Source: an optimization exercise on an open RTL-to-GDS flow (aim: small area, a short achievable clock period and few clock cycles). Production flows keep margins and buffers that such runs may drop.
Function was checked by simulation only, so behaviour that the tests miss may differ from the original.
Power is estimated from default activity; no workload was simulated.

## build 30
// vm16_core
module vm16_core (
    input  wire        clk,
    input  wire        rst,         
    output reg         mem_req,
    output reg         mem_we,
    output reg  [15:0] mem_addr,
    output wire [15:0] mem_wdata,
    input  wire [15:0] mem_rdata,
    input  wire        mem_ready,
    input  wire        in_valid,
    input  wire [7:0]  in_data,
    output wire        in_ready,
    output wire        out_valid,
    output reg  [7:0]  out_data,
    input  wire        out_ready,
    output wire        halted
);
For scale: about 210 flip-flops, about 74 I/O pins.
==> flow/config.mk <==
export PLATFORM = sky130hd
export DESIGN_NAME = vm16_core
export DESIGN_NICKNAME = vm16_core
export VERILOG_FILES = /design/flow/design.v
export SDC_FILE = /design/flow/constraint.sdc
export NUM_CORES = 4
export LEC_CHECK = 0
export ABC_AREA = 1
export CAP_MARGIN = 20
export CORE_MARGIN = 2
export CORE_UTILIZATION = 40
export CTS_CLUSTER_DIAMETER = 100
export CTS_CLUSTER_SIZE = 18
export SETUP_SLACK_MARGIN = 4.4
export SLEW_MARGIN = 20
export TNS_END_PERCENT = 0
==> flow/constraint.sdc <==
create_clock -name core_clock -period 8.0 [get_ports {clk}]
set_input_delay 1.6000 -clock core_clock [delete_from_list [all_inputs] [get_ports {clk}]]
set_output_delay 1.6000 -clock core_clock [all_outputs]
set_load 0.01 [all_outputs]
standard.sh (not shown) runs the stock make flow with config.mk's settings and CLKGATE_MAP_FILE= SYNTH_SCRIPT=/design/flow/synth_recipe.tcl, a recipe that flattens the netlist after the stock synthesis.
==> flow/flow/run.sh <==
#!/bin/bash
# The standard layout (the standard.sh, unchanged synthesis), with the
# input and output ports buffered by buf_2 cells rather than the placer's
# default pick.  Each tool's output goes to its own log in this folder.
export BUFFER_PORTS_ARGS="-buffer_cell sky130_fd_sc_hd__buf_2"
bash standard.sh > standard.log 2>&1
status=$?
tail -5 standard.log
exit $status
Build 30 ran to completion and came out clean on the timing, DRC and antenna checks.
Testbench counts of build 30, summed over its fixed seeds: cycles 151,879.
The inputs of build 7 differ from those of build 30 as listed below.
- clearing CTS_CLUSTER_DIAMETER, which used to be 100
- swapping 40 for 55 in CORE_UTILIZATION
- swapping 4.4 for 4.0 in SETUP_SLACK_MARGIN
- clearing CTS_CLUSTER_SIZE, which used to be 18
## What came out
Per the comparison of build 7 with build 30, met2 global-route usage now sits higher; TritonCTS buffer count now sits higher; maximum clock insertion buffer count now sits at about the same level. Initial cell density of the core: build 7 higher than build 30. On build 7: setup slack is 0.11 ns lower than what build 30 gave. In summary, build 7 completed successfully, with a layout that passed the timing, DRC and antenna checks.
The following lists how build 64 was set up differently from build 7:
- PLACE_DENSITY newly set to 0.75
- CORE_UTILIZATION changed from 55 to 40
Results
Of build 64 and build 7, the higher combinational fraction of design power belongs to build 7.
| number of vias per cell after detailed routing | higher: build 7 |
When build 64 is measured against build 7, its minimum setup slack in the final design turns out 0.0037 ns lower.

== violet ==
vm16_core again, from the RTL that the note above started with.
export LEC_CHECK = 0
export ABC_AREA = 1
export CAP_MARGIN = 20
export CORE_MARGIN = 2
export CORE_UTILIZATION = 40
export SETUP_SLACK_MARGIN = 4.6
export SLEW_MARGIN = 20
export TNS_END_PERCENT = 0
create_clock -name core_clock -period 8.0 [get_ports {clk}]
Scripts as last shown in full above: flow/flow/run.sh
Testbench counts of violet, summed over its fixed seeds: cycles 151,879.
> inputs changed (violet -> harbor)
Settings: a change of SETUP_SLACK_MARGIN from 4.6 to 4.0.
--- outcome ---
harbor ends up with a global placement routability congestion that is 3.2% lower than in violet.
The lower critical path depth in cells came out of harbor.
Sort violet and harbor by post-route cell area, descending, and violet comes first.
Ratio of final minimum period to clock period for harbor is higher than for violet.
Looking at net switching power, harbor sits below violet.
Clock period minus worst slack on harbor is behind violet.
Minimum setup slack in the final design: harbor vs violet down 83 ps
Non-clock buffer count: harbor lower than violet
Between violet and harbor, multi-input gate share of the layout cell area is higher for harbor, violet comes in under that.
Proportion of power drawn by the clock network (harbor over violet): decrease, 1.4 points
The sequential share of layout area reported for harbor is greater than that of violet by 1.0 points.
Here is what was changed in the inputs of sierra compared with harbor.
Settings: an added CTS_CLUSTER_DIAMETER of 100; an added CTS_CLUSTER_SIZE of 18.
### Flow results
- Result: PASS for each of sierra and harbor
- Compared with harbor, sierra shows a routed metal-1 wire length that is 590 um lower.
- Net switching power went down slightly going from harbor to sierra.
- Cell area after layout: lower on sierra
- In the flow results for sierra and harbor, the number of non-clock buffers in the layout is smaller on harbor.
- Looking at wire length, sierra sits below harbor.
- For sierra, the master of the slowest instance on the critical path was sky130_fd_sc_hd__buf_12, unlike harbor, where it was sky130_fd_sc_hd__edfxtp_1.
- Relative to harbor, fraction of area in multi-input gates has increased by 0.61 points in sierra.
- Compared with harbor, sierra shows clock power that has gone down by more than 10%.
Inputs modified between sierra and yarrow:
Settings: SETUP_SLACK_MARGIN changed from 4.0 to 4.8.
## What came out
- yarrow was carried through to the last stage, and its layout satisfied the timing, DRC and antenna checks.
- Max fmax across sierra and yarrow: yarrow
- Comparing sierra and yarrow, routed wire length is lower on sierra.
- yarrow vs sierra — power climbed slightly
- In yarrow, multi-input gate area in the final layout is higher than in sierra.
- Largest fanout on the critical path (yarrow over sierra): decrease, 59
- Compared with sierra, yarrow shows a lower ratio of final minimum period to clock period.
- opb[12] as the capturing instance or port of the critical path was reported by sierra, and mem_addr[9] by yarrow.
- Compared with sierra, yarrow shows a met3 global-route usage that is 1.1 points higher.
- Summary of yarrow over sierra: worst setup margin higher, combinational power picked up an extra about 3%, initial antenna violation count went up 1.
Inputs modified between yarrow and lagoon:
Settings: clearing CTS_CLUSTER_DIAMETER, which used to be 100; clearing ABC_AREA, which used to be 1; clearing CTS_CLUSTER_SIZE, which used to be 18; swapping 4.8 for 4.0 in SETUP_SLACK_MARGIN.
==> comparison <==
- Looking at register clock-pin slew on the reported worst setup and hold paths, lagoon sits 30 ps below yarrow.
- yarrow reports its source of the critical timing path as opa[6] while lagoon reports ir[11].
- Going from yarrow to lagoon, aggregate routed wire length shrank by more than 10%.
- Comparing instance area at placement for yarrow and lagoon, the bigger number came from yarrow.

[port drivers added, routing unchanged]
No port has a modelled driver above. Below, the same layouts with a new extraction and two added sets of constraints.
Step 1 sets driving cells, clkbuf_16 on the clock port and buf_2 on the other inputs (assumed; they add their load-dependent delay and slew).
Step 2 moves the port delays by t, midway between the first and last clock arrival at a register: inputs arrive t later, outputs are due t later. That takes back most of the time a late clock gives input paths.
a / b / c = ideal / step 1 / step 2; a / b = the first two.
run	t, ns	setup slack, ns	worst hold slack (ns)	worst setup path at the end
build 30	0.565	4.092 / 4.044 / 3.570	0.479 / 0.479 / 0.479	input to register
build 7	0.597	3.984 / 3.980 / 3.414	0.468 / 0.468 / 0.468	input to register
build 64	0.617	3.980 / 3.924 / 3.401	0.472 / 0.472 / 0.472	input to register
violet	0.611	4.074 / 4.021 / 3.578	0.472 / 0.472 / 0.472	input to register
harbor	0.604	3.991 / 3.943 / 3.460	0.479 / 0.479 / 0.479	input to register
sierra	0.570	4.031 / 4.000 / 3.487	0.480 / 0.480 / 0.480	input to register
yarrow	0.565	4.092 / 4.044 / 3.570	0.479 / 0.479 / 0.479	input to register
lagoon	0.629	3.775 / 3.718 / 3.210	0.488 / 0.488 / 0.488	input to register
After both steps every run listed still meets setup and hold. The setup slack of build 64, which loses most, moves by -0.056 ns with the drivers and by -0.579 ns with both steps.
